Source: an optimization exercise on an open RTL-to-GDS flow (aim: small area). Production flows keep margins and buffers that such runs may drop. Function was checked by simulation only, so behaviour that the tests miss may differ from the original. Power is estimated from default activity; no workload was simulated.

==> flow/design.v <==
module brew_rx (
    input  wire       clk,
    input  wire       rst,
    input  wire       step,         
    input  wire [7:0] b,            
    input  wire [1:0] kind,         
    output wire       match,        
    output wire       shift         
);
    localparam [1:0] SEEK = 2'd0, LEN = 2'd1, CMD = 2'd2, DATA = 2'd3;
    reg [1:0] st;
    reg [7:0] d;        
    reg [7:0] acc;      
    reg [1:0] cls;      
    wire is_last = st[1] && (d == 8'd3);
    wire [7:0] ax = acc ^ b;
    assign match = step && is_last && (ax == 8'h00) && (cls == kind);
    assign shift = step && !is_last;
    always @(posedge clk) begin
        if (rst) begin
            st <= SEEK;
        end else if (step) begin
            acc <= (st == SEEK) ? b : ax;
            case (st)
                SEEK: if (b == 8'hAA) st <= LEN;
                LEN: begin
                    d  <= b;
                    st <= (b[7:2] == 6'd0) ? SEEK : CMD;
                end
                CMD: begin
                    d   <= d - 8'd1;
                    cls <= (b == 8'h4D) ? 2'd0 :
                           (b == 8'h46 && d == 8'd6) ? 2'd1 :
                           (b == 8'h54) ? 2'd2 : 2'd3;
                    st  <= DATA;
                end
                default: begin
                    d <= d - 8'd1;
                    if (is_last) st <= SEEK;
                end
            endcase
        end
    end
endmodule
module brew_seq (
    input  wire [2:0] idx,
    input  wire       motor,
    input  wire       test,
    input  wire       open,         
    input  wire [3:0] mult,
    output reg  [7:0] data,
    output wire       last
);
    assign last = motor ? (idx == 3'd6) : (idx == 3'd3);
    always @(*) begin
        case (idx)
            3'd0: data = 8'hAA;
            3'd1: data = motor ? 8'h07 : 8'h04;
            3'd2: data = motor ? 8'h4D : test ? 8'h54 : 8'h46;
            3'd3: data = motor ? (open ? 8'h46 : 8'h42) : test ? 8'hFA : 8'hE8;
            3'd4: data = 8'hC8;
            3'd5: data = {4'd0, mult};
            default: data = (open ? 8'h6E : 8'h6A) ^ {4'd0, mult};
        endcase
    end
endmodule
module brew_add #(parameter integer W = 8) (
    input  wire [W-1:0] a,
    input  wire [W-1:0] b,
    input  wire         cin,
    output wire [W-1:0] s,
    output wire         cout
);
    wire [W:0] c;
    assign c[0] = cin;
    genvar i;
    generate
        for (i = 0; i < W; i = i + 1) begin : g
            assign s[i]   = a[i] ^ b[i] ^ c[i];
            assign c[i+1] = (a[i] & b[i]) | (c[i] & (a[i] ^ b[i]));
        end
    endgenerate
    assign cout = c[W];
endmodule
module brew_lt #(parameter integer W = 8) (
    input  wire [W-1:0] a,
    input  wire [W-1:0] b,
    input  wire         cin,
    output wire         lt
);
    wire [W:0] c;      
    assign c[0] = cin;
    genvar i;
    generate
        for (i = 0; i < W; i = i + 1) begin : g
            assign c[i+1] = (~a[i] & b[i]) | (~(a[i] ^ b[i]) & c[i]);
        end
    endgenerate
    assign lt = c[W];
endmodule
module brew_sub #(parameter integer W = 8) (
    input  wire [W-1:0] a,
    input  wire [W-1:0] b,
    output wire [W-1:0] d,
    output wire         nb
);
    wire [W:0] c;      
    assign c[0] = 1'b1;
    genvar i;
    generate
        for (i = 0; i < W; i = i + 1) begin : g
            wire x = a[i] ^ b[i];
            assign d[i]   = ~(x ^ c[i]);
            assign c[i+1] = x ? a[i] : c[i];
        end
    endgenerate
    assign nb = c[W];
endmodule
module brew_core (
    input  wire        clk,
    input  wire        rst,
    output wire        rx_poll,
    input  wire        rx_valid,
    input  wire [7:0]  rx_data,
    input  wire        rx_err,
    output wire        tx_valid,
    output wire [7:0]  tx_data,
    output wire        tx_last,
    input  wire        tx_ready,
    input  wire        tx_err,
    input  wire [31:0] time_now,
    input  wire        h_sel,
    input  wire        h_we,
    input  wire [2:0]  h_idx,
    input  wire [15:0] h_wdata,
    output reg  [31:0] h_rdata,
    output wire        st_idle,
    output wire        st_running
);
    localparam [2:0] RS_IDLE = 3'd0, RS_RUN = 3'd1, RS_FOPEN = 3'd3, RS_FCLOSE = 3'd4, RS_TEST = 3'd5;
    localparam [2:0] T_TOP = 3'd0, T_WRITE = 3'd1, T_WAIT = 3'd2, T_DONE = 3'd3, T_DIV = 3'd4, T_SLEEP = 3'd5;
    localparam [1:0] R_OK = 2'b00, R_NORESP = 2'b10, R_TERR = 2'b11;    
    reg [2:0]  rs;
    reg [2:0]  st;
    reg        fl;               
    reg [1:0]  sres;             
    reg [5:0]  cnt;              
    reg [3:0]  pos;
    reg [15:0] target_flow;
    reg        stop_flag, flow_valid, link_ok, test_done, dir_open;
    reg [1:0]  last_res;
    reg [31:0] last_sample_time;
    reg [25:0] flow_out;
    reg [27:0] dq;               
    reg [27:0] rr;               
    reg [27:0] ee;               
    reg        e_nq;             
    reg        e_zero;
    wire host_wr = h_sel && h_we;
    wire wr_tgt  = host_wr && (h_idx == 3'd0);
    wire wr_cmd  = host_wr && (h_idx == 3'd1);
    wire [2:0] op = h_wdata[2:0];
    wire is_idle = (rs == RS_IDLE);
    wire is_run  = (rs == RS_RUN);
    wire is_test = (rs == RS_TEST);
    wire is_fo   = (rs == RS_FOPEN);
    wire is_os   = is_fo || (rs == RS_FCLOSE);
    wire [15:0] tgt_eff  = wr_tgt ? h_wdata : target_flow;
    wire        stop_req = wr_cmd && (op == 3'd2) && is_run;
    wire        stop_eff = stop_flag || stop_req;
    wire [15:0] status = {5'd0, 1'b0, last_res, 1'b0, flow_valid, test_done, link_ok, stop_flag, rs};
    wire [7:0] pos25 = (pos == 4'd1) ? 8'd25  : (pos == 4'd2) ? 8'd50  :
                       (pos == 4'd3) ? 8'd75  : (pos == 4'd4) ? 8'd100 :
                       (pos == 4'd5) ? 8'd125 : (pos == 4'd6) ? 8'd150 :
                       (pos == 4'd7) ? 8'd175 : (pos == 4'd8) ? 8'd200 :
                       (pos == 4'd9) ? 8'd225 : (pos == 4'd10) ? 8'd250 : 8'd0;
    wire [10:0] pos_steps = {pos25, 3'b000};
    always @(*) begin
        case (h_idx)
            3'd0:    h_rdata = {16'd0, target_flow};
            3'd2:    h_rdata = {16'd0, status};
            3'd3:    h_rdata = {21'd0, pos_steps};
            3'd4:    h_rdata = flow_valid ? {6'd0, flow_out} : 32'd0;
            default: h_rdata = 32'd0;
        endcase
    end
    assign st_idle    = is_idle;
    assign st_running = is_run;
    wire seq_done = (st == T_DONE);
    wire k_motor  = !is_test && !fl;
    wire [1:0] kind = is_test ? 2'd2 : fl ? 2'd1 : 2'd0;
    wire [3:0] mult  = is_run ? 4'd1 : is_fo ? (4'd10 - pos) : pos;
    wire       mopen = is_run ? dir_open : is_fo;
    brew_seq u_enc (
        .idx(cnt[2:0]), .motor(k_motor), .test(is_test), .open(mopen), .mult(mult),
        .data(tx_data), .last(tx_last)
    );
    assign tx_valid = (st == T_WRITE);
    assign rx_poll = (st == T_WAIT) && !cnt[5];
    wire rx_step = rx_poll && !rx_err && rx_valid;
    wire match, rx_shift;
    brew_rx u_rx (
        .clk(clk), .rst(rst), .step(rx_step), .b(rx_data), .kind(kind),
        .match(match), .shift(rx_shift)
    );
    wire [31:0] ne;
    wire        ne_c;
    brew_sub #(32) u_e (.a(last_sample_time), .b(time_now), .d(ne), .nb(ne_c));
    wire        ne_lo_nz = (ne[27:0] != 28'd0);
    wire        e_is0  = !ne_lo_nz && (ne[31:28] == 4'd0);
    wire        e_small = (ne[31:2] == 30'h3FFFFFFF) && (ne[1:0] != 2'd0);    
    wire        e_is1  = e_small && (ne[1:0] == 2'd3);
    wire [1:0]  e_lo   = {ne[1] ^ ne[0], ne[0]};                            
    wire [15:0] pulses = ee[15:0];
    wire [17:0] p3;
    wire [22:0] m125;
    wire        p3_c, m125_c;
    brew_add #(17) u_p3 (.a({1'b0, pulses}), .b({pulses, 1'b0}), .cin(1'b0), .s(p3[16:0]), .cout(p3_c));
    assign p3[17] = p3_c;
    brew_sub #(23) u_m125 (.a({pulses, 7'd0}), .b({5'd0, p3}), .d(m125), .nb(m125_c));
    wire        q27    = e_is1 && m125[22];
    wire        r1     = m125[22] && !e_is1;
    wire [1:0]  s2     = {r1, m125[21]};
    wire        q26    = e_small && (s2 >= e_lo);
    wire [1:0]  r2     = q26 ? (s2 - e_lo) : s2;
    wire [27:0] dv_sh  = {rr[26:0], dq[27]};
    wire [27:0] dv_sub;
    wire        dv_nb;
    brew_add #(28) u_dv (.a(dv_sh), .b(ee), .cin(1'b0), .s(dv_sub), .cout(dv_nb));
    wire        dv_ge  = dv_nb && !e_nq;
    wire        rem_nz = (rr != 28'd0);
    wire [18:0] qb;              
    wire        qb_c;            
    brew_sub #(19) u_qb (.a(dq[18:0]), .b({3'b0, tgt_eff}), .d(qb), .nb(qb_c));
    wire        q_hi_nz = (dq[27:19] != 9'd0);
    wire        q_ge_t  = qb_c || q_hi_nz;                               
    wire        b_hi_nz = q_hi_nz && (qb_c || (dq[27:20] != 8'd0));     
    wire        lt2, gt8;
    brew_lt #(16) u_lt2 (.a(qb[16:1]), .b(tgt_eff), .cin(1'b0), .lt(lt2));
    brew_lt #(17) u_gt8 (.a({1'b0, tgt_eff}), .b(qb[18:2]), .cin((qb[1:0] != 2'd0) || rem_nz), .lt(gt8));
    wire        below  = !q_ge_t || (!b_hi_nz && (qb[18:17] == 2'd0) && lt2);
    wire        above  = !e_zero && q_ge_t && (b_hi_nz || gt8);
    wire        can_open  = (pos != 4'd10);
    wire        can_close = (pos != 4'd0);
    wire        mv     = below ? can_open : (above && can_close);
    wire        div_end   = (st == T_DIV) && (cnt == 6'd26);
    wire        need_move = is_fo ? can_open : can_close;
    wire at_top = (st == T_TOP);
    wire beg = (is_idle && wr_cmd && op == 3'd5) ||
               (is_run && at_top && !stop_eff) ||
               (div_end && mv) ||
               (is_os && at_top && need_move);
    wire cnt_clr  = beg || (st == T_WRITE && tx_ready && tx_last) || seq_done || div_end;
    wire cnt_hold = (st == T_WRITE) && !tx_ready;
    always @(posedge clk) begin
        if (cnt_clr)
            cnt <= 6'd0;
        else if (!cnt_hold)
            cnt <= cnt + 6'd1;
    end
    always @(posedge clk) begin
        if (st == T_WRITE) begin
            if (tx_err) sres <= R_TERR;
        end else if (st == T_WAIT) begin
            if (cnt[5])       sres <= R_NORESP;
            else if (rx_err)  sres <= R_TERR;
            else if (match)   sres <= R_OK;
        end
    end
    wire c0 = seq_done && fl && (sres == R_OK);
    always @(posedge clk) begin
        rr <= c0 ? {26'd0, r2} : (dv_ge ? dv_sub : dv_sh);
        dq <= c0 ? {m125[20:0], 5'd0, q27, q26} : {dq[26:0], dv_ge};
        if (st != T_DIV) begin
            ee[27:16] <= ne[27:16];
            e_nq      <= !(ne_lo_nz && (ne[31:28] == 4'hF));
            e_zero    <= e_is0;
        end
        if (c0)
            ee[15:0] <= ne[15:0];
        else if (rx_shift)
            ee[15:0] <= {rx_data, ee[15:8]};
        if (c0 || !is_run)
            last_sample_time <= time_now;
        if (div_end)
            flow_out <= dq[27:2];
        if (st == T_DIV)
            dir_open <= below;
    end
    always @(posedge clk) begin
        if (rst) begin
            pos         <= 4'd0;
            target_flow <= 16'd0;
            rs          <= RS_IDLE;
            st          <= T_TOP;
            stop_flag   <= 1'b0;
            flow_valid  <= 1'b0;
            link_ok     <= 1'b0;
            test_done   <= 1'b0;
            last_res    <= R_OK;
        end else begin
            if (wr_tgt)
                target_flow <= h_wdata;
            if (stop_req)
                stop_flag <= 1'b1;
            case (st)
                T_TOP: begin
                    if (is_idle) begin
                        if (wr_cmd) begin
                            case (op)
                                3'd1: if (target_flow != 16'd0) rs <= RS_RUN;
                                3'd3: rs <= RS_FOPEN;
                                3'd4: rs <= RS_FCLOSE;
                                3'd5: begin
                                    rs        <= RS_TEST;
                                    test_done <= 1'b0;
                                    st        <= T_WRITE;
                                    fl        <= 1'b0;
                                end
                                default: ;
                            endcase
                        end
                    end else if (is_run) begin
                        if (stop_eff) begin
                            stop_flag <= 1'b0;
                            rs        <= RS_IDLE;
                        end else begin
                            st <= T_WRITE;
                            fl <= 1'b1;
                        end
                    end else begin                                   
                        if (need_move) begin
                            st <= T_WRITE;
                            fl <= 1'b0;
                        end else begin
                            pos <= is_fo ? 4'd10 : 4'd0;
                            rs  <= RS_IDLE;
                        end
                    end
                end
                T_WRITE: begin
                    if (tx_err)
                        st <= T_DONE;
                    else if (tx_ready && tx_last)
                        st <= T_WAIT;
                end
                T_WAIT: begin
                    if (cnt[5] || rx_err || match)
                        st <= T_DONE;
                end
                T_DONE: begin
                    last_res <= sres;
                    if (is_test) begin
                        link_ok   <= (sres == R_OK);
                        test_done <= 1'b1;
                        rs        <= RS_IDLE;
                        st        <= T_TOP;
                    end else if (fl) begin
                        st <= (sres == R_OK) ? T_DIV : T_SLEEP;
                    end else begin
                        if (is_run && sres == R_OK)
                            pos <= dir_open ? pos + 4'd1 : pos - 4'd1;
                        st <= T_SLEEP;
                    end
                end
                T_DIV: begin
                    if (div_end) begin
                        flow_valid <= 1'b1;
                        st         <= mv ? T_WRITE : T_SLEEP;
                        fl         <= 1'b0;
                    end
                end
                default: begin                                       
                    if (is_run) begin
                        if (cnt[3:0] == 4'd15)
                            st <= T_TOP;
                    end else begin
                        pos <= is_fo ? 4'd10 : 4'd0;
                        rs  <= RS_IDLE;
                        st  <= T_TOP;
                    end
                end
            endcase
        end
    end
endmodule
==> flow/flow/run.sh <==
#!/bin/bash
# The standard layout (standard.sh) with these changes:
#  - synthesis: an area-oriented ABC script (flow/abc_small.script) and no
#    full/half-adder cell extraction (ADDER_MAP_FILE empty); everything else
#    is synth_recipe.tcl unchanged, so the registers are the standard ones,
#  - each port gets the smallest buffer (buf_1),
#  - the clock tree uses small clock buffers and no dummy loads.
# Each tool's output is in standard.log and in the ORFS logs under orfs/logs.
set -e
F=$PWD/flow
sed "s#SYNTH_SCRIPT=[^ ]*#SYNTH_SCRIPT=$F/my_synth.tcl ADDER_MAP_FILE=#" standard.sh > my_standard.sh
export BUFFER_PORTS_ARGS="-buffer_cell sky130_fd_sc_hd__buf_1"
export CTS_ARGS="-sink_clustering_enable -repair_clock_nets -dont_use_dummy_load -buf_list {sky130_fd_sc_hd__clkbuf_4} -root_buf sky130_fd_sc_hd__clkbuf_4 -sink_clustering_size 8 -sink_clustering_max_diameter 80"
bash my_standard.sh > standard.log 2>&1
==> flow/flow/abc_small.script <==
strash
dch -f
amap
==> flow/flow/my_synth.tcl <==
# The standard synthesis (synth_recipe.tcl), with an area-oriented ABC script
set ::my_flow_dir [file dirname [file normalize [info script]]]
proc abc {args} {
  set i [lsearch -exact $args -script]
  if { $i >= 0 } {
    lset args [expr { $i + 1 }] [file join $::my_flow_dir abc_small.script]
  }
  yosys abc {*}$args
}
source [file join [file dirname $::my_flow_dir] synth_recipe.tcl]
==> flow/standard.sh <==
#!/bin/bash
# synth_recipe.tcl (not shown) runs the flow's synth.tcl, then flattens the netlist and writes it again
# the make line also repeats each setting of config.mk as NAME=value (left out here)
make -C /OpenROAD-flow-scripts/flow DESIGN_CONFIG=/design/flow/config.mk WORK_HOME=/design/flow/orfs CLKGATE_MAP_FILE= SYNTH_SCRIPT=/design/flow/synth_recipe.tcl "${@:-finish}"
==> flow/config.mk <==
export PLATFORM = sky130hd
export DESIGN_NAME = brew_core
export DESIGN_NICKNAME = brew_core
export VERILOG_FILES = /design/flow/design.v
export SDC_FILE = /design/flow/constraint.sdc
export NUM_CORES = 4
export LEC_CHECK = 0
export CAP_MARGIN = 10
export CELL_PAD_IN_SITES_DETAIL_PLACEMENT = 1
export CELL_PAD_IN_SITES_GLOBAL_PLACEMENT = 2
export CORE_MARGIN = 2
export CORE_UTILIZATION = 40
export PLACE_DENSITY = 0.6
export SLEW_MARGIN = 10
export SYNTH_MEMORY_MAX_BITS = 4096
==> flow/constraint.sdc <==
create_clock -name core_clock -period 20.0 [get_ports {clk}]
set_input_delay 4.0000 -clock core_clock [delete_from_list [all_inputs] [get_ports {clk}]]
set_output_delay 4.0000 -clock core_clock [all_outputs]
set_load 0.01 [all_outputs]
==> results of run 1 <==
-- flip-flops by register name, summed over array words and instances, names as in the netlist, 2 cells and up --
| name | cells |
|---|---|
| cnt | 6 |
| last_res | 2 |
| dq | 28 |
| u_rx.acc | 8 |
| u_rx.st | 2 |
| last_sample_time | 32 |
| rs | 3 |
| pos | 4 |
| u_rx.cls | 2 |
| rr | 28 |
| st | 3 |
| flow_out | 26 |
| ee | 28 |
| u_rx.d | 8 |
| sres | 2 |
| target_flow | 16 |
-- routing by layer --
layer | GRT usage, % | vias up | wire (um)
met3 | 2.79 | 38 | 1320
met5 | 0 | - | 0
met4 | 4.48 | 0 | 503
li1 | - | 5729 | -
met2 | 42.4 | 196 | 17300
met1 | 28.9 | 5265 | 15800
-- where the power goes --
| group | internal (uW) | total [uW] | switching (uW) |
|---|---|---|---|
| sequential | 521 | 582 | 60.2 |
| combinational | 151 | 442 | 291 |
| clock | 66.1 | 212 | 146 |
-- path summary, 6_finish.rpt --
| kind | endpoint | slack, ns | cells past startpoint |
|---|---|---|---|
| worst max-delay path | rr[0]$_DFF_P_ | 7.91 | 63 |
| worst min-delay path | flow_out[16]$_DFFE_PP_ | 0.45 | 0 |
| worst max register to register | rr[0]$_DFF_P_ | 11.01 | 61 |
| worst min register to register | flow_out[16]$_DFFE_PP_ | 0.45 | 0 |
-- Yosys cell counts (3+ instances only) --
| cell | n | share of area (%) |
|---|---|---|
| o22ai_1 | 90 | 4.9 |
| a22o_1 | 5 | 0.38 |
| edfxtp_1 | 110 | 29 |
| o21ai_0 | 249 | 11 |
| nor2b_1 | 12 | 0.65 |
| nand3_1 | 14 | 0.61 |
| and3_1 | 6 | 0.33 |
| or4_1 | 7 | 0.46 |
| buf_4 | 6 | 0.39 |
| dfxtp_1 | 96 | 17 |
| o32ai_1 | 11 | 0.84 |
| clkinv_1 | 195 | 6.4 |
| a21oi_1 | 148 | 6.4 |
| o21a_1 | 24 | 1.6 |
| a22oi_1 | 22 | 1.4 |
| a222oi_1 | 9 | 0.78 |
| a21o_1 | 3 | 0.20 |
| a211oi_1 | 4 | 0.26 |
| nor3_1 | 34 | 1.5 |
| nand2_1 | 142 | 4.6 |
| a221oi_1 | 3 | 0.23 |
| or2_0 | 4 | 0.22 |
| nor2_1 | 208 | 6.8 |
| nor4_1 | 25 | 1.4 |
| o31ai_1 | 6 | 0.39 |
| nand4_1 | 15 | 0.82 |
| a31oi_1 | 5 | 0.27 |
-- per-stage QoR --
step	instances	power, uW
global placement	1978	1020
global route	2008	1340
detailed placement	1978	1040
CTS	2007	1250
finish	2008	1240
floorplan	1485	903
-- final cells by class --
type | instances | area, um2
well taps | 384 | 480
clock buffers | 29 | 218
flip-flops and latches | 206 | 5230
inverters | 195 | 732
repair buffers | 115 | 469
diodes | 1 | 2.50
fillers | 3645 | 15900
multi-input cells | 1078 | 5530
-- cell families after synthesis --
group	Yosys count	share of synthesized area [%]
compound gates	595	29.8
simple gates	477	18.0
flops	206	45.4
buf+inv	201	6.75
other cells	1	0.0326
==> flow_summary.json, run 1 <==
{
  "drc": 0,
  "synth_cell_types": 47,
  "routedWlPerCell_um": 17.4,
  "min_period_ns": 12.09,
  "numCtsBuffers": 29,
  "cp_data_required_time_ns": 20.60,
  "die_w_um": 174,
  "hold_ws_ns": 0.452,
  "power_density_nw_per_um2": 97.6,
  "ctsHoldBuffers": 0,
  "cts.sinks": 206,
  "grtUsageTotal_pct": 23.0,
  "fin_util_pct": 44.3,
  "die_h_um": 174,
  "vias": 11200,
  "avgSynthCellArea_um2": 7.77,
  "rsz0062_at_grt": "false",
  "place_congestion": 0.858,
  "postLayoutCellArea_um2": 12700,
  "cts_tree": "built",
  "final_common_cell": "o21ai_0",
  "critical_path_class": "in2reg",
  "slowest_stage": "or4_1",
  "wl_mm": 34.9,
  "layout_common_cells": "o21ai_0, nor2_1, clkinv_1",
  "io_pins": 112,
  "p_leak_uw": 0.00419,
  "overflow": 0,
  "worstPathMaxFanout": 3,
  "dieArea_um2": 30100,
  "max-cap-violations": 0,
  "drt-pass1-iter-count": 5,
  "arrival_ns": 12.70,
  "drt_iter0_markers": 579,
  "start_util_pct": 40.3,
  "cp_slowest_stage_delay_ns": 0.48,
  "setup_slack_ns": 7.91,
  "tightest_slew_ns": 1.11,
  "ys_ff_latch": 206,
  "holdCritStartpoint": "dq[18]$_DFF_P_",
  "clk_pin_slew_ns": 0.10,
  "rows": 62,
  "cp_common_cell": "o21ai_0",
  "ys.warnings.count": 3,
  "synthesis.area_um2": 11500,
  "setup_tns_ns": 0,
  "post-cts-setup-buffers": 0,
  "synthFlopType": "edfxtp_1",
  "htree_levels": 1,
  "core_um2": 28500,
  "grt_max_degree": 67,
  "drive_gt1_share_pct": 2.53,
  "skew_ns": 0.0808,
  "clockBufferDepth": 3,
  "placed_area_um2": 12400,
  "postRouteAntennaNets": 0,
  "fmax_mhz": 82.7,
  "path_delay_family": "compound AO/OA/AOI/OAI gates",
  "nets": 1692,
  "dp_hpwl_mm": 26.8,
  "grt_pass1_wl_mm": 56.8,
  "max_slew_margin_pct": 25.6,
  "critical_path.startpoint": "time_now[1]",
  "clockRootBuffer": "clkbuf_4",
  "antenna_found_initial": 2,
  "yosysSeqAreaShare_pct": 45.4,
  "hold_violations": 0,
  "syn_to_final_growth_pct": 10.0,
  "fin_crit_sh_pct": 60.5,
  "postSynthCellCount": 1480,
  "hold_path_class": "reg2reg",
  "cts_resized": 0,
  "io_buffers": 105,
  "viasPerCell": 5.59,
  "timing.rr.start": "last_sample_time[1]$_DFFE_PP_",
  "setup_viol": 0,
  "crit_buf_inv": 3,
  "synth-edff-count": 110,
  "cp-start-kind": "primary input",
  "insertion_delay_ns": 0.74,
  "ir_drop_mv": 0.0460,
  "pre_cts_slack_ns": 7.15,
  "cp-end-kind": "flop",
  "drv_slew": 0,
  "status": "timing/DRC/antenna clean",
  "grt_pass1_vias": 11300,
  "ys_async_sr_fraction_pct": 0
}
==> inputs of run 2 (changes only) <==
--- a/flow/config.mk
+++ b/flow/config.mk
@@ -5,11 +5,11 @@
 export SDC_FILE = /design/flow/constraint.sdc
 export NUM_CORES = 4
 export LEC_CHECK = 0
-export CAP_MARGIN = 10
+export CAP_MARGIN = 0
 export CELL_PAD_IN_SITES_DETAIL_PLACEMENT = 1
 export CELL_PAD_IN_SITES_GLOBAL_PLACEMENT = 2
 export CORE_MARGIN = 2
 export CORE_UTILIZATION = 40
 export PLACE_DENSITY = 0.6
-export SLEW_MARGIN = 10
+export SLEW_MARGIN = 0
 export SYNTH_MEMORY_MAX_BITS = 4096
==> run 2 against run 1 <==
Against the previous run: still clean on timing, DRC and antenna; worst setup slack unchanged; register-to-register slack is essentially flat; routed wire length is the same; total power did not move; first-iteration DRC count did not move; clock power hardly changed.
==> flow_summary.json, run 2 <==
{
  "status": "timing/DRC/antenna clean",
  "p_total_uw": 1240,
  "slowest_stage": "or4_1",
  "cp-start-kind": "primary input",
  "synthesis.area_um2": 11500,
  "antenna_found_initial": 2,
  "drive_gt1_share_pct": 2.53,
  "postRouteAntennaNets": 0,
  "ir_drop_mv": 0.0460,
  "final_common_cell": "o21ai_0",
  "post-cts-setup-buffers": 0,
  "dieArea_um2": 30100,
  "power_density_nw_per_um2": 97.6,
  "viasPerCell": 5.59,
  "synth.area.top_cells": "edfxtp_1, dfxtp_1, o21ai_0, nor2_1, a21oi_1",
  "setup_tns_ns": 0,
  "cts_tree": "built",
  "dp_cells": 1978,
  "cellInternalPower_uw": 739,
  "postSynthCellCount": 1480,
  "grt_max_degree": 67,
  "largest_reg_flops": 32,
  "tightest_slew_ns": 1.11,
  "critical_path_class": "in2reg",
  "place_congestion": 0.858,
  "cts_resized": 0,
  "nets": 1692,
  "io_pins": 112,
  "drv_slew": 0,
  "rsz0062_at_grt": "false",
  "ys.warnings.count": 3,
  "worstPathMaxFanout": 3,
  "grtUsageMet1_pct": 28.9,
  "yosysSeqAreaShare_pct": 45.4,
  "wl_mm": 34.9,
  "synth_cell_types": 47,
  "dp_hpwl_mm": 26.8,
  "ys_async_sr_fraction_pct": 0,
  "regMostFlops": "last_sample_time",
  "io_buffers": 105,
  "crit_buf_inv": 3,
  "core_um2": 28500,
  "grtUsageMet3_pct": 2.79,
  "p_seq_share_pct": 47.1,
  "max-cap-violations": 0,
  "hold_ws_ns": 0.452,
  "globalRouteMet2Util_pct": 42.4,
  "drc": 0,
  "final_cell_count_no_fill": 2008,
  "htree_levels": 1,
  "path_delay_family": "compound AO/OA/AOI/OAI gates",
  "synth-edff-count": 110,
  "overflow": 0,
  "yosysTopAreaCell": "edfxtp_1",
  "clockBufferDepth": 3,
  "drt_iter0_markers": 579,
  "cp-end-kind": "flop",
  "max_slew_margin_pct": 25.6,
  "die_h_um": 174,
  "n_fill_cell": 3645,
  "start_util_pct": 40.3,
  "top_usage_layer": "met2",
  "syn_to_final_growth_pct": 10.0,
  "ys_ff_latch": 206,
  "hold_violations": 0,
  "setup_viol": 0,
  "pwr-share-clk_pct": 17.2,
  "power.switching_uw": 497,
  "cp_common_cell": "o21ai_0",
  "grtUsageTotal_pct": 23.0,
  "cts.sinks": 206,
  "fin_crit_sh_pct": 60.5,
  "ctsHoldBuffers": 0,
  "yosys.cell_count.top_type": "o21ai_0",
  "synthFlopType": "edfxtp_1",
  "drt-pass1-iter-count": 5,
  "netlist.area_leader.share_pct": 28.7,
  "vias": 11200,
  "arrival_ns": 12.70,
  "clockRootBuffer": "clkbuf_4",
  "yosys-top-cells-count": "o21ai_0, nor2_1, clkinv_1",
  "rows": 62,
  "hold_path_class": "reg2reg",
  "avgSynthCellArea_um2": 7.77,
  "layout_common_cells": "o21ai_0, nor2_1, clkinv_1",
  "insertion_delay_ns": 0.74,
  "p_comb_share_pct": 35.8,
  "p_leak_uw": 0.00419,
  "grt_pass1_vias": 11300,
  "p_sw_share_pct": 40.2,
  "numCtsBuffers": 29,
  "skew_ns": 0.0808,
  "min_period_ns": 12.09,
  "cp_data_required_time_ns": 20.60,
  "clk_pin_slew_ns": 0.10,
  "fmax_mhz": 82.7,
  "grt_pass1_wl_mm": 56.8,
  "routedWlPerCell_um": 17.4,
  "cp_slowest_stage_delay_ns": 0.48,
  "die_w_um": 174
}
==> run 2: through the flow <==
| step | util [%] | worst slack [ns] | cell area, um2 |
|---|---|---|---|
| final | 44.3 | 7.91 | 12700 |
| after global routing | 44.3 | 6.31 | 12700 |
| after CTS | 44.3 | 7.84 | 12700 |
| after detailed placement | 43.6 | 7.15 | 12400 |
| after global placement | 43.6 | 7.73 | 12400 |
| after floorplan | - | 8.87 | 11500 |
==> run 2: worst register-to-register path, delay by kind of cell, from the launching register on <==
kind | cells | cell delay [ns]
AOI/OAI and AO/OA | 35 | 5.48
and+or+nand+nor | 25 | 2.95
buffers and inverters | 1 | 0.10
DFF | 1 | 0.41
==> run 2: cell families after synthesis <==
group                  synth area share [%]
and+or+nand+nor                        18.0
AOI/OAI and AO/OA                      29.8
buffers and inverters                  6.75
other                                0.0326
DFF                                    45.4
==> run 2: routing by layer <==
metal / up-vias / share of wire [%]
met5: - / 0
met4: 0 / 1.4
met3: 38 / 3.8
met2: 196 / 50
li1: 5729 / -
met1: 5265 / 45
==> run 2: final cells by class <==
class	instances	area, um2	share of cell area, %
clock buffers	29	218	1.72
inverters	195	732	5.78
repair buffers	115	469	3.71
diodes	1	2.50	0.0198
multi-input cells	1078	5530	43.7
flip-flops and latches	206	5230	41.3
well taps	384	480	3.80
==> run 2: path summary, 6_finish.rpt <==
| kind | cells past startpoint | end | from | slack, ns |
|---|---|---|---|---|
| max | 63 | rr[0]$_DFF_P_ | time_now[1] | 7.91 |
| min | 0 | flow_out[16]$_DFFE_PP_ | dq[18]$_DFF_P_ | 0.45 |
| max reg2reg | 61 | rr[0]$_DFF_P_ | last_sample_time[1]$_DFFE_PP_ | 11.01 |
| min reg2reg | 0 | flow_out[16]$_DFFE_PP_ | dq[18]$_DFF_P_ | 0.45 |
==> run 2: power by group through the flow <==
stage | sequential, uW | combinational (uW) | clock [uW]
3_3_place_gp | 589 | 431 | 0
4_1_cts | 582 | 446 | 224
2_1_floorplan | 573 | 330 | 0
6_report | 582 | 442 | 212
5_1_grt | 591 | 512 | 240
3_5_place_dp | 591 | 444 | 0
==> inputs of run 3 (changes only) <==
--- a/flow/config.mk
+++ b/flow/config.mk
@@ -5,11 +5,11 @@
 export SDC_FILE = /design/flow/constraint.sdc
 export NUM_CORES = 4
 export LEC_CHECK = 0
-export CAP_MARGIN = 0
+export CAP_MARGIN = 40
 export CELL_PAD_IN_SITES_DETAIL_PLACEMENT = 1
 export CELL_PAD_IN_SITES_GLOBAL_PLACEMENT = 2
 export CORE_MARGIN = 2
 export CORE_UTILIZATION = 40
 export PLACE_DENSITY = 0.6
-export SLEW_MARGIN = 0
+export SLEW_MARGIN = 40
 export SYNTH_MEMORY_MAX_BITS = 4096
==> run 3 against run 2 <==
Against the previous run: flip-flop and latch count did not move; final cell count did not move; worst hold slack worse by 0.0016 ns; utilization is essentially flat; still clean; clock-buffer cell count is the same; register-to-register slack got worse by 0.07 ns; sequential power about the same; sequential share of layout area hardly changed; worst setup slack lost 0.042 ns; highest routed layer unchanged; routed wire length barely moved; clock skew down 0.048 ns; largest cell class unchanged; non-clock buffer count unchanged.
==> flow_summary.json, run 3 <==
{
  "holdCritStartpoint": "dq[18]$_DFF_P_",
  "yosysSeqAreaShare_pct": 45.4,
  "die_h_um": 174,
  "start_util_pct": 40.3,
  "postSynthCellCount": 1480,
  "synthesis.area_um2": 11500,
  "drv_slew": 0,
  "cp_slowest_stage_delay_ns": 0.47,
  "drt_iter0_markers": 568,
  "skew_ns": 0.0328,
  "io_buffers": 105,
  "min_path_cells": 0,
  "fin_crit_sh_pct": 60.7,
  "post-cts-setup-buffers": 0,
  "max-cap-violations": 0,
  "largest_reg_flops": 32,
  "multiInputGateArea_um2": 5540,
  "cp_common_cell": "o21ai_0",
  "final_cell_count_no_fill": 2008,
  "top_usage_layer": "met2",
  "cp-start-kind": "primary input",
  "place_congestion": 0.858,
  "cp_data_required_time_ns": 20.62,
  "reg2reg_depth": 61,
  "insertion_delay_ns": 0.71,
  "numCtsBuffers": 29,
  "clockRootBuffer": "clkbuf_4",
  "ir_drop_mv": 0.0530,
  "timing.rr.start": "last_sample_time[1]$_DFFE_PP_",
  "drc": 0,
  "rsz0062_at_grt": "false",
  "yosys-top-cells-count": "o21ai_0, nor2_1, clkinv_1",
  "postLayoutCellArea_um2": 12700,
  "ys.warnings.count": 3,
  "viasPerCell": 5.59,
  "cts_resized": 0,
  "placed_area_um2": 12400,
  "die_w_um": 174,
  "nets": 1692,
  "dp_cells": 1978,
  "status": "timing/DRC/antenna clean",
  "tightest_slew_ns": 0.778,
  "cts_tree": "built",
  "layout_common_cells": "o21ai_0, nor2_1, clkinv_1",
  "grt_pass1_wl_mm": 56.4,
  "regMostFlops": "last_sample_time",
  "critical_path_class": "in2reg",
  "hold_path_class": "reg2reg",
  "setup_tns_ns": 0,
  "drt-pass1-iter-count": 7,
  "synth.area.top_cells": "edfxtp_1, dfxtp_1, o21ai_0, nor2_1, a21oi_1",
  "ys_ff_latch": 206,
  "p_leak_uw": 0.00419,
  "yosysTopAreaCell": "edfxtp_1",
  "wl_mm": 34.9,
  "timing.rr.end": "rr[0]$_DFF_P_",
  "arrival_ns": 12.76,
  "postRouteAntennaNets": 0,
  "power_density_nw_per_um2": 97.5,
  "slowest_stage": "or4_1",
  "synthFlopType": "edfxtp_1",
  "n_fill_cell": 3680,
  "final_common_cell": "o21ai_0",
  "hold_violations": 0,
  "grtUsageTotal_pct": 22.8,
  "fmax_mhz": 82.4,
  "dp_hpwl_mm": 26.8,
  "grtUsageMet3_pct": 2.28,
  "clk_pin_slew_ns": 0.10,
  "rows": 62,
  "vias": 11200,
  "netlist.area_leader.share_pct": 28.7,
  "antenna_found_initial": 1,
  "drive_gt1_share_pct": 2.71,
  "synth-edff-count": 110,
  "grt_max_degree": 67,
  "syn_to_final_growth_pct": 10.1,
  "overflow": 0,
  "setup_viol": 0,
  "max_slew_margin_pct": 47.6,
  "seq_area_um2": 5230,
  "grtUsageMet1_pct": 28.6,
  "core_um2": 28500,
  "worstPathMaxFanout": 3,
  "cp-end-kind": "flop",
  "io_pins": 112,
  "ctsHoldBuffers": 0,
  "yosys.cell_count.top_type": "o21ai_0",
  "routedWlPerCell_um": 17.4,
  "htree_levels": 1,
  "synth_cell_types": 47,
  "worstHoldEndpoint": "flow_out[16]$_DFFE_PP_",
  "fin_util_pct": 44.4,
  "ys_async_sr_fraction_pct": 0,
  "clockBufferDepth": 3,
  "grt_pass1_vias": 11200,
  "r2r_slack_ns": 10.94,
  "hold_ws_ns": 0.450,
  "avgSynthCellArea_um2": 7.77,
  "cts.sinks": 206,
  "globalRouteMet2Util_pct": 41.9,
  "min_period_ns": 12.14,
  "dieArea_um2": 30100
}
-- run 3: cell counts after synthesis --
Identical to the previous run, type by type.
-- run 3: report_power, final --
group	internal (uW)	leakage (uW)	total, uW	switching [uW]
Sequential	521	0.00186	582	60.1
Combinational	151	0.00220	443	292
Clock	66.1	0.000133	211	145
-- run 3: per-layer routing --
| layer | vias to the layer above | wire [um] |
|---|---|---|
| met3 | 54 | 1210 |
| met4 | 0 | 754 |
| li1 | 5712 | - |
| met5 | - | 0 |
| met2 | 181 | 17200 |
| met1 | 5272 | 15800 |
-- run 3: kinds of logic after synthesis --
family	share of synthesized area [%]
AO/OA/AOI/OAI	29.8
AND/OR/NAND/NOR	18.0
flip-flops	45.4
buffers and inverters	6.75
other	0.0326
-- run 3: worst max-delay path by stage --
stage	from	end	slack [ns]	depth (start not counted)
2_1_floorplan	time_now[1]	rr[0]$_DFF_P_	8.87	62
3_3_place_gp	time_now[1]	rr[0]$_DFF_P_	7.73	63
3_5_place_dp	time_now[1]	rr[0]$_DFF_P_	7.12	63
4_1_cts	time_now[1]	rr[0]$_DFF_P_	7.84	63
5_1_grt	time_now[1]	rr[0]$_DFF_P_	6.26	63
6_report	time_now[1]	rr[0]$_DFF_P_	7.86	63
-- run 3: cell type report --
type,instances,share of cell area (%)
multi-input cells,1078,43.7
flip-flops and latches,206,41.2
inverters,195,5.78
well taps,384,3.79
repair buffers,115,3.70
clock buffers,29,1.72
diodes,1,0.0198
-- run 3: critical path: cells and delay by family --
kind,cells,cell delay [ns]
compound gates,35,5.49
simple gates,25,2.96
buf+inv,3,0.29
-- run 3: per-stage QoR --
stage | total power [uW] | setup WS [ns]
floorplan | 903 | 8.87
global placement | 1020 | 7.73
detailed placement | 1040 | 7.12
CTS | 1250 | 7.84
global route | 1340 | 6.26
finish | 1240 | 7.86
==> inputs of run 4 (changes only) <==
==> flow/config.mk (replaced) <==
export PLATFORM = sky130hd
export DESIGN_NAME = brew_core
export DESIGN_NICKNAME = brew_core
export VERILOG_FILES = /design/flow/design.v
export SDC_FILE = /design/flow/constraint.sdc
export NUM_CORES = 4
export LEC_CHECK = 0
export CAP_MARGIN = 10
export CELL_PAD_IN_SITES_DETAIL_PLACEMENT = 1
export CELL_PAD_IN_SITES_GLOBAL_PLACEMENT = 2
export CORE_MARGIN = 2
export CORE_UTILIZATION = 45
export GPL_TIMING_DRIVEN = 0
export PLACE_DENSITY = 0.7
export SLEW_MARGIN = 10
export SYNTH_MEMORY_MAX_BITS = 4096
==> run 4 against run 3 <==
Against the previous run: still clean on timing, DRC and antenna; combinational power is essentially flat; first-iteration DRC count grew 17%; final cell count shrank 2.6%; clock-buffer cell count is the same; synthesized cell count is the same; worst setup slack lost 0.45 ns; clock power is essentially flat; global-route usage grew 2.4 points; fmax shrank 3.6%; utilization grew 6.0 points; via count grew 0.87%; largest power group unchanged.
==> flow_summary.json, run 4 <==
{
  "status": "timing/DRC/antenna clean",
  "drc": 0,
  "holdCritStartpoint": "dq[22]$_DFF_P_",
  "cp_slowest_stage_delay_ns": 0.49,
  "vias": 11300,
  "cts_tree": "built",
  "postSynthCellCount": 1480,
  "r2r_slack_ns": 10.49,
  "placed_area_um2": 12400,
  "cp_data_required_time_ns": 20.63,
  "power_density_nw_per_um2": 97.9,
  "syn_to_final_growth_pct": 9.89,
  "netlist.area_leader.share_pct": 28.7,
  "ir_drop_mv": 0.0515,
  "synth_cell_types": 47,
  "largest_reg_flops": 32,
  "critical_path.startpoint": "time_now[1]",
  "wl_mm": 33.9,
  "grt_max_degree": 50,
  "arrival_ns": 13.21,
  "avgSynthCellArea_um2": 7.77,
  "timing.rr.start": "last_sample_time[1]$_DFFE_PP_",
  "fmax_mhz": 79.5,
  "p_comb_share_pct": 36.0,
  "p_seq_share_pct": 47.0,
  "dp_hpwl_mm": 26.2,
  "pwr-share-clk_pct": 17.0,
  "numCtsBuffers": 29,
  "min_period_ns": 12.58,
  "ys.warnings.count": 3,
  "yosys.cell_count.top_type": "o21ai_0",
  "io_pins": 112,
  "final_common_cell": "o21ai_0",
  "io_buffers": 105,
  "postLayoutCellArea_um2": 12600,
  "p_sw_share_pct": 40.3,
  "ctsHoldBuffers": 0,
  "clk_pin_slew_ns": 0.10,
  "yosysSeqAreaShare_pct": 45.4,
  "cellInternalPower_uw": 739,
  "cts_resized": 0,
  "drt_iter0_markers": 666,
  "drive_gt1_share_pct": 2.83,
  "postRouteAntennaNets": 0,
  "ys_async_sr_fraction_pct": 0,
  "hold_path_class": "reg2reg",
  "grt_pass1_wl_mm": 55.0,
  "fin_crit_sh_pct": 62.9,
  "cp_common_cell": "o21ai_0",
  "grtUsageTotal_pct": 25.2,
  "htree_levels": 1,
  "critical_path_class": "in2reg",
  "insertion_delay_ns": 0.70,
  "yosysTopAreaCell": "edfxtp_1",
  "setup_tns_ns": 0,
  "overflow": 0,
  "cp-end-kind": "flop",
  "n_fill_cell": 3248,
  "skew_ns": 0.0574,
  "die_h_um": 164,
  "power.switching_uw": 498,
  "clockRootBuffer": "clkbuf_4",
  "yosys-top-cells-count": "o21ai_0, nor2_1, clkinv_1",
  "synth.area.top_cells": "edfxtp_1, dfxtp_1, o21ai_0, nor2_1, a21oi_1",
  "rows": 58,
  "cts.sinks": 206,
  "routedWlPerCell_um": 17.3,
  "synthesis.area_um2": 11500,
  "viasPerCell": 5.79,
  "synth-edff-count": 110,
  "die_w_um": 164,
  "max-cap-violations": 0,
  "grt_pass1_vias": 11200,
  "slowest_stage": "or4_1",
  "layout_common_cells": "o21ai_0, nor2_1, clkinv_1",
  "place_congestion": 0.845,
  "antenna_found_initial": 1,
  "setup_viol": 0,
  "synthFlopType": "edfxtp_1",
  "p_total_uw": 1240,
  "worstPathMaxFanout": 3,
  "hold_violations": 0,
  "drv_slew": 0,
  "p_leak_uw": 0.00421,
  "post-cts-setup-buffers": 0,
  "ys_ff_latch": 206,
  "regMostFlops": "last_sample_time",
  "nets": 1692,
  "dieArea_um2": 26900,
  "start_util_pct": 45.8,
  "core_um2": 25100,
  "drt-pass1-iter-count": 6,
  "clockBufferDepth": 3,
  "cp-start-kind": "primary input",
  "max_slew_margin_pct": 18.2,
  "rsz0062_at_grt": "false",
  "tightest_slew_ns": 1.22
}
[run 4: changes by cell type in the layout (fill, tap and decap cells not counted), sizes merged]
cell,previous run,this run
diode,1,2
[run 4: cells by family (layout without fill, tap and decap cells)]
| family | after synthesis | in the layout | share of synthesized area, % |
|---|---|---|---|
| AOI/OAI and AO/OA | 595 | 595 | 29.8 |
| buffers and inverters | 201 | 339 | 6.75 |
| other | 1 | 8 | 0.0326 |
| DFF | 206 | 206 | 45.4 |
| and+or+nand+nor | 477 | 477 | 18.0 |
[run 4: layout make-up]
type / count / area, um2 / area share (%)
Antenna cell: 2 / 5.00 / 0.0396
Multi-Input combinational cell: 1078 / 5540 / 43.8
Tap cell: 330 / 413 / 3.27
Timing Repair Buffer: 109 / 462 / 3.65
Buffer: 6 / 45.0 / 0.356
Clock buffer: 29 / 218 / 1.72
Inverter: 195 / 733 / 5.80
Sequential cell: 206 / 5230 / 41.3
[run 4: worst paths after layout]
check,to,cells past startpoint
worst max-delay path,rr[0]$_DFF_P_,63
worst min-delay path,dq[23]$_DFF_P_,2
worst max register to register,rr[0]$_DFF_P_,61
worst min register to register,dq[23]$_DFF_P_,2
[run 4: per-stage QoR]
stage / setup slack (ns) / instances / util [%] / hold slack, ns
5_1_grt: 5.94 / 1955 / 50.3 / 0.469
4_1_cts: 7.31 / 1953 / 50.3 / 0.453
3_5_place_dp: 6.68 / 1924 / 49.5 / 0.441
3_3_place_gp: 7.06 / 1920 / 49.1 / 0.422
6_report: 7.42 / 1955 / 50.3 / 0.448
2_1_floorplan: 8.87 / 1485 / - / 0.416
[run 4: power groups by stage]
stage / clock, uW / combinational (uW) / sequential, uW
3_5_place_dp: 0 / 444 / 591
5_1_grt: 233 / 511 / 592
4_1_cts: 219 / 447 / 582
3_3_place_gp: 0 / 425 / 587
2_1_floorplan: 0 / 330 / 573
6_report: 210 / 445 / 582
[run 4: worst max-delay path, delay by kind of cell]
family | cells | cell delay (ns)
compound gates | 35 | 5.90
buf+inv | 3 | 0.31
simple gates | 25 | 2.99
[run 4: per-layer routing]
metal | track usage [%] | share of wire, % | routed length (um)
met1 | 31.6 | 45 | 15200
met2 | 46.0 | 50 | 16900
met3 | 2.73 | 3.1 | 1050
met4 | 6.86 | 2.3 | 776
met5 | 0 | 0 | 0
==> inputs of run 5 (changes only) <==
--- a/flow/config.mk
+++ b/flow/config.mk
@@ -10,7 +10,6 @@
 export CELL_PAD_IN_SITES_GLOBAL_PLACEMENT = 2
 export CORE_MARGIN = 2
 export CORE_UTILIZATION = 45
-export GPL_TIMING_DRIVEN = 0
 export PLACE_DENSITY = 0.7
 export SLEW_MARGIN = 10
 export SYNTH_MEMORY_MAX_BITS = 4096
==> run 5 against run 4 <==
Against the previous run: still clean on timing, DRC and antenna; sequential power is essentially flat; via count grew 0.25%; fmax grew 3.4%; synthesized area is the same; register-to-register slack gained 0.45 ns; sequential share of layout area grew 0.18 points; clock-buffer cell count is the same; first-iteration DRC count shrank 2.7%; final cell count is essentially flat; global-route usage shrank 0.29 points; worst setup slack gained 0.41 ns; cell area shrank 0.43%; largest cell class unchanged; largest power group unchanged.
==> flow_summary.json, run 5 <==
{
  "power.switching_uw": 496,
  "netlist.area_leader.share_pct": 28.7,
  "max_slew_margin_pct": 23.7,
  "min_path_cells": 0,
  "largest_reg_flops": 32,
  "pre_cts_slack_ns": 7.11,
  "ir_drop_mv": 0.0490,
  "final_cell_count_no_fill": 1954,
  "yosys.cell_count.top_type": "o21ai_0",
  "post-cts-setup-buffers": 0,
  "place_congestion": 0.858,
  "drv_slew": 0,
  "worstPathMaxFanout": 3,
  "synth-edff-count": 110,
  "p_comb_share_pct": 36.1,
  "slowest_stage": "or4_1",
  "dp_cells": 1923,
  "cp_data_required_time_ns": 20.63,
  "setup_viol": 0,
  "grt_pass1_wl_mm": 54.1,
  "start_util_pct": 45.8,
  "cts_tree": "built",
  "timing.rr.end": "rr[0]$_DFF_P_",
  "postSynthCellCount": 1480,
  "hold_violations": 0,
  "antenna_found_initial": 1,
  "dieArea_um2": 26900,
  "syn_to_final_growth_pct": 9.42,
  "synthFlopType": "edfxtp_1",
  "synthesis.area_um2": 11500,
  "ctsHoldBuffers": 0,
  "yosysTopAreaCell": "edfxtp_1",
  "vias": 11300,
  "min_period_ns": 12.17,
  "cp-end-kind": "flop",
  "layout_common_cells": "o21ai_0, nor2_1, clkinv_1",
  "holdCritStartpoint": "dq[18]$_DFF_P_",
  "cp_slowest_stage_delay_ns": 0.47,
  "cp_common_cell": "o21ai_0",
  "cts_resized": 0,
  "p_seq_share_pct": 47.2,
  "core_um2": 25100,
  "grt_pass1_vias": 11100,
  "tightest_slew_ns": 1.14,
  "cp-start-kind": "primary input",
  "postRouteAntennaNets": 0,
  "clockRootBuffer": "clkbuf_4",
  "reg2reg_depth": 61,
  "p_sw_share_pct": 40.2,
  "die_h_um": 164,
  "overflow": 0,
  "rsz0062_at_grt": "false",
  "synth_cell_types": 47,
  "io_buffers": 105,
  "fin_util_pct": 50.1,
  "drive_gt1_share_pct": 2.47,
  "nets": 1691,
  "worstHoldEndpoint": "flow_out[16]$_DFFE_PP_",
  "drt-pass1-iter-count": 5,
  "fmax_mhz": 82.1,
  "ys_async_sr_fraction_pct": 0,
  "synth.area.top_cells": "edfxtp_1, dfxtp_1, o21ai_0, nor2_1, a21oi_1",
  "io_pins": 112,
  "htree_levels": 1,
  "numCtsBuffers": 29,
  "arrival_ns": 12.80,
  "avgSynthCellArea_um2": 7.77,
  "power_density_nw_per_um2": 98.2,
  "clk_pin_slew_ns": 0.10,
  "skew_ns": 0.0274,
  "dp_hpwl_mm": 26.2,
  "grtUsageTotal_pct": 25.0,
  "wl_mm": 34.1,
  "cellInternalPower_uw": 739,
  "ys_ff_latch": 206,
  "die_w_um": 164,
  "pwr-share-clk_pct": 16.8,
  "setup_tns_ns": 0,
  "p_leak_uw": 0.00419,
  "final_common_cell": "o21ai_0",
  "r2r_slack_ns": 10.94,
  "yosys-top-cells-count": "o21ai_0, nor2_1, clkinv_1",
  "max-cap-violations": 0,
  "hold_path_class": "reg2reg",
  "yosysSeqAreaShare_pct": 45.4,
  "status": "timing/DRC/antenna clean",
  "drc": 0,
  "placed_area_um2": 12400,
  "grt_max_degree": 67,
  "critical_path_class": "in2reg",
  "routedWlPerCell_um": 17.4,
  "cts.sinks": 206,
  "clockBufferDepth": 3,
  "postLayoutCellArea_um2": 12600,
  "ys.warnings.count": 3,
  "setup_slack_ns": 7.83,
  "regMostFlops": "last_sample_time",
  "timing.rr.start": "last_sample_time[1]$_DFFE_PP_",
  "insertion_delay_ns": 0.69,
  "rows": 58,
  "viasPerCell": 5.81,
  "fin_crit_sh_pct": 60.9,
  "drt_iter0_markers": 648
}
[run 5: cells by family (layout without fill, tap and decap cells)]
| logic type | count (synthesis) | in the layout | share of synthesized area (%) |
|---|---|---|---|
| flip-flops | 206 | 206 | 45.4 |
| buffers and inverters | 201 | 338 | 6.75 |
| AO/OA/AOI/OAI | 595 | 595 | 29.8 |
| other | 1 | 8 | 0.0326 |
| AND/OR/NAND/NOR | 477 | 477 | 18.0 |
[run 5: cell type report]
class / instances / area [um2]
Sequential cell: 206 / 5230
Fill cell: 3265 / 12500
Timing Repair Buffer: 114 / 462
Antenna cell: 2 / 5.00
Clock buffer: 29 / 218
Multi-Input combinational cell: 1078 / 5530
Inverter: 195 / 732
Tap cell: 330 / 413
[run 5: worst max-delay path: cells and delay by family]
kind | cells | cell delay, ns
and+or+nand+nor | 25 | 2.93
buffers and inverters | 3 | 0.32
AOI/OAI and AO/OA | 35 | 5.55
[run 5: worst max-delay path by stage]
stage / from / end
final: time_now[1] / rr[0]$_DFF_P_
after global routing: time_now[1] / rr[0]$_DFF_P_
after CTS: time_now[1] / rr[0]$_DFF_P_
after detailed placement: time_now[1] / rr[0]$_DFF_P_
after global placement: time_now[1] / rr[0]$_DFF_P_
after floorplan: time_now[1] / rr[0]$_DFF_P_
[run 5: per-stage QoR]
step,total power (uW),hold WS [ns]
after floorplan,903,0.416
after global placement,1010,0.432
after detailed placement,1040,0.439
after CTS,1250,0.453
after global routing,1330,0.471
final,1240,0.449
[run 5: power groups by stage]
stage	sequential [uW]	combinational [uW]	clock, uW
finish	583	446	207
global route	593	512	230
CTS	582	448	218
detailed placement	592	445	0
global placement	588	426	0
floorplan	573	330	0
[run 5: layer usage]
layer	track usage [%]	share of wire, %	vias up
li1	-	-	5713
met1	31.2	44	5385
met2	46.0	50	213
met3	3.06	3.7	34
met4	5.18	1.9	0
met5	0	0	-
==> inputs of run 6 (changes only) <==
==> flow/run.sh (new file) <==
#!/bin/bash
# synth_recipe.tcl (not shown) runs the flow's synth.tcl, then flattens the netlist and writes it again
# the make line also repeats each setting of config.mk as NAME=value (left out here)
make -C /OpenROAD-flow-scripts/flow DESIGN_CONFIG=/design/flow/config.mk WORK_HOME=/design/flow/orfs CLKGATE_MAP_FILE= SYNTH_SCRIPT=/design/flow/synth_recipe.tcl finish
==> flow/config.mk (replaced) <==
export PLATFORM = sky130hd
export DESIGN_NAME = brew_core
export DESIGN_NICKNAME = brew_core
export VERILOG_FILES = /design/flow/design.v
export SDC_FILE = /design/flow/constraint.sdc
export NUM_CORES = 4
export LEC_CHECK = 0
export CAP_MARGIN = 40
export CELL_PAD_IN_SITES_DETAIL_PLACEMENT = 1
export CELL_PAD_IN_SITES_GLOBAL_PLACEMENT = 2
export CORE_MARGIN = 2
export CORE_UTILIZATION = 50
export CTS_BUF_LIST = sky130_fd_sc_hd__clkbuf_4 sky130_fd_sc_hd__clkbuf_8
export CTS_CLUSTER_DIAMETER = 80
export CTS_CLUSTER_SIZE = 16
export PLACE_DENSITY = 0.6
export SLEW_MARGIN = 40
export SYNTH_MEMORY_MAX_BITS = 4096
removed: flow/flow/run.sh
removed: flow/flow/abc_small.script
removed: flow/flow/my_synth.tcl
removed: flow/standard.sh
==> run 6 against run 5 <==
Against the previous run: still clean; flip-flop and latch count unchanged; combinational power up 64%; clock-buffer cell count down 2; fmax down 14%.
==> flow_summary.json, run 6 <==
{
  "cts_tree": "built",
  "numCtsBuffers": 18,
  "n_fill_cell": 3214,
  "max-cap-violations": 0,
  "arrival_ns": 14.62,
  "clk_pin_slew_ns": 0.11,
  "fmax_mhz": 70.5,
  "grtUsageTotal_pct": 25.5,
  "viasPerCell": 5.60,
  "slowest_stage": "edfxtp_1",
  "antenna_found_initial": 0,
  "pwr-share-clk_pct": 17.0,
  "die_w_um": 171,
  "ys_async_sr_fraction_pct": 0,
  "grt_pass1_wl_mm": 60.1,
  "cp_data_required_time_ns": 20.44,
  "skew_ns": 0.0238,
  "drt_iter0_markers": 520,
  "yosysTopAreaCell": "edfxtp_1",
  "rsz0062_at_grt": "false",
  "synth.area.top_cells": "edfxtp_1, dfxtp_1, nand2_1, fa_1, ha_1",
  "setup_tns_ns": 0,
  "worstPathMaxFanout": 29,
  "synth-edff-count": 110,
  "clockBufferDepth": 3,
  "io_pins": 112,
  "yosys-top-cells-count": "nand2_1, nor2_1, edfxtp_1",
  "ir_drop_mv": 0.0757,
  "min_period_ns": 14.18,
  "insertion_delay_ns": 0.54,
  "drc": 0,
  "p_seq_share_pct": 38.1,
  "wl_mm": 37.0,
  "cp_common_cell": "fa_1",
  "cp-start-kind": "flop",
  "dieArea_um2": 29300,
  "routedWlPerCell_um": 18.4,
  "diodes": 0,
  "rows": 61,
  "p_sw_share_pct": 39.9,
  "layout_common_cells": "nand2_1, nor2_1, edfxtp_1",
  "crit_buf_inv": 3,
  "dp_hpwl_mm": 28.9,
  "cts.sinks": 206,
  "largest_reg_flops": 32,
  "ys_ff_latch": 206,
  "max_slew_margin_pct": 41.4,
  "yosys.cell_count.top_type": "nand2_1",
  "power_density_nw_per_um2": 103,
  "hold_violations": 0,
  "clockRootBuffer": "clkbuf_8",
  "drt-pass1-iter-count": 6,
  "status": "timing/DRC/antenna clean",
  "post-cts-setup-buffers": 0,
  "htree_levels": 1,
  "cp_slowest_stage_delay_ns": 0.49,
  "grt_max_degree": 76,
  "synth_cell_types": 92,
  "drv_slew": 0,
  "postRouteAntennaNets": 0,
  "path_delay_family": "adder cells",
  "synthFlopType": "edfxtp_1",
  "nets": 1802,
  "p_comb_share_pct": 45.0,
  "syn_to_final_growth_pct": 12.8,
  "overflow": 0,
  "avgSynthCellArea_um2": 9.04,
  "drive_gt1_share_pct": 5.49,
  "fin_crit_sh_pct": 70.9,
  "ys.warnings.count": 3,
  "vias": 11300,
  "die_h_um": 171,
  "core_um2": 27600,
  "synthesis.area_um2": 14000,
  "cellInternalPower_uw": 975,
  "start_util_pct": 50.6,
  "regMostFlops": "last_sample_time",
  "hold_path_class": "reg2reg",
  "critical_path_class": "reg2reg",
  "grt_pass1_vias": 11700,
  "io_buffers": 105,
  "cp-end-kind": "flop",
  "cts_resized": 0,
  "place_congestion": 0.847,
  "tightest_slew_ns": 0.868,
  "power.switching_uw": 648,
  "yosysSeqAreaShare_pct": 37.4,
  "final_common_cell": "nand2_1",
  "netlist.area_leader.share_pct": 23.6,
  "setup_viol": 0,
  "postSynthCellCount": 1547,
  "p_leak_uw": 0.00625,
  "ctsHoldBuffers": 0,
  "p_total_uw": 1620
}
## run 6: cell type report
type / instances / area, um2 / area share [%]
clock buffers: 27 / 322 / 2.04
inverters: 104 / 390 / 2.47
well taps: 378 / 473 / 3.00
clock inverters: 5 / 68.8 / 0.436
multi-input cells: 1182 / 8180 / 51.8
repair buffers: 114 / 1120 / 7.09
flip-flops and latches: 206 / 5230 / 33.1
## run 6: cells by family (layout without fill, tap and decap cells)
logic type      count (synthesis)  in the layout  synth area share, %
flops                         206            206                 37.4
other cells                     1              6               0.0268
xor+xnor                      129            129                 8.13
buf+inv                       164            250                 4.64
simple gates                  580            580                 19.9
mux                            23             23                 1.68
compound gates                313            313                 14.5
fa+ha+maj                     131            131                 13.7
## run 6: power groups by stage
| stage | Sequential [uW] | Combinational [uW] | Clock (uW) |
|---|---|---|---|
| 6_report | 618 | 730 | 275 |
| 5_1_grt | 631 | 825 | 296 |
| 4_1_cts | 619 | 738 | 284 |
| 3_5_place_dp | 628 | 733 | 0 |
| 3_3_place_gp | 624 | 706 | 0 |
| 2_1_floorplan | 593 | 537 | 0 |
## run 6: worst paths after layout
kind              cells after the start             from  slack (ns)                     end
setup reg to reg                     37  ee[0]$_DFFE_PP_        5.82           rr[0]$_DFF_P_
hold / removal                        0   dq[21]$_DFF_P_        0.46  flow_out[19]$_DFFE_PP_
hold reg to reg                       0   dq[21]$_DFF_P_        0.46  flow_out[19]$_DFFE_PP_
setup / recovery                     37  ee[0]$_DFFE_PP_        5.82           rr[0]$_DFF_P_
## run 6: through the flow
stage          setup slack (ns)  hold slack (ns)  cell area, um2  instances  util [%]
5_1_grt                    5.29            0.498           15800       2016      57.1
2_1_floorplan              6.45            0.421           14000       1552         -
3_3_place_gp               6.04            0.441           15400       1984      55.6
4_1_cts                    5.70            0.466           15800       2016      57.1
6_report                   5.82            0.465           15800       2016      57.1
3_5_place_dp               5.72            0.439           15400       1984      55.7
## run 6: worst reg2reg max path, delay by kind of cell, from the launching register on
| family | cells | cell delay [ns] |
|---|---|---|
| AOI/OAI and AO/OA | 3 | 0.36 |
| adders and majority gates | 28 | 12.45 |
| buffers and inverters | 3 | 0.38 |
| DFF | 1 | 0.49 |
| and+or+nand+nor | 3 | 0.41 |
## run 6: routing by layer
| layer | GRT usage (%) | vias to the layer above | part of all wire, % | wire length [um] |
|---|---|---|---|---|
| li1 | - | 5535 | - | - |
| met1 | 32.6 | 5531 | 45 | 16500 |
| met2 | 46.0 | 175 | 50 | 18400 |
| met3 | 2.72 | 49 | 3.1 | 1130 |
| met4 | 6.82 | 0 | 2.7 | 1000 |
| met5 | 0 | - | 0 | 0 |

-- what the ideal ports hide --
In the flow no input, the clock included, has a driving cell. The finished layouts below were timed again as built, in two steps.
Step 1 sets driving cells, clkbuf_16 on the clock port and buf_2 on the other inputs (assumed; they add their load-dependent delay and slew).
Step 2, shift: input delay + t, output delay - t, t = (earliest + latest rising clock arrival at the registers) / 2. This alone moves slack from input paths to output paths.
a / b / c = no drivers / after step 1 / after step 2; a / b = the first two.
| run | shift t [ns] | setup WS [ns] | worst hold slack (ns) | worst setup path at the end | worst data-port slew with drivers (ns) |
|---|---|---|---|---|---|
| run 1 | 0.746 | 7.906 / 7.932 / 7.185 | 0.452 / 0.452 / 0.452 | input to register | 0.04 |
| run 2 | 0.746 | 7.906 / 7.932 / 7.185 | 0.452 / 0.452 / 0.452 | input to register | 0.04 |
| run 3 | 0.742 | 7.864 / 7.888 / 7.146 | 0.450 / 0.450 / 0.450 | input to register | 0.04 |
| run 4 | 0.721 | 7.416 / 7.430 / 6.709 | 0.448 / 0.448 / 0.448 | input to register | 0.04 |
| run 5 | 0.726 | 7.827 / 7.850 / 7.124 | 0.449 / 0.449 / 0.449 | input to register | 0.05 |
| run 6 | 0.581 | 5.824 / 5.824 / 5.824 | 0.465 / 0.465 / 0.465 | register to register | 0.04 |
After both steps setup and hold are still met in every run listed.
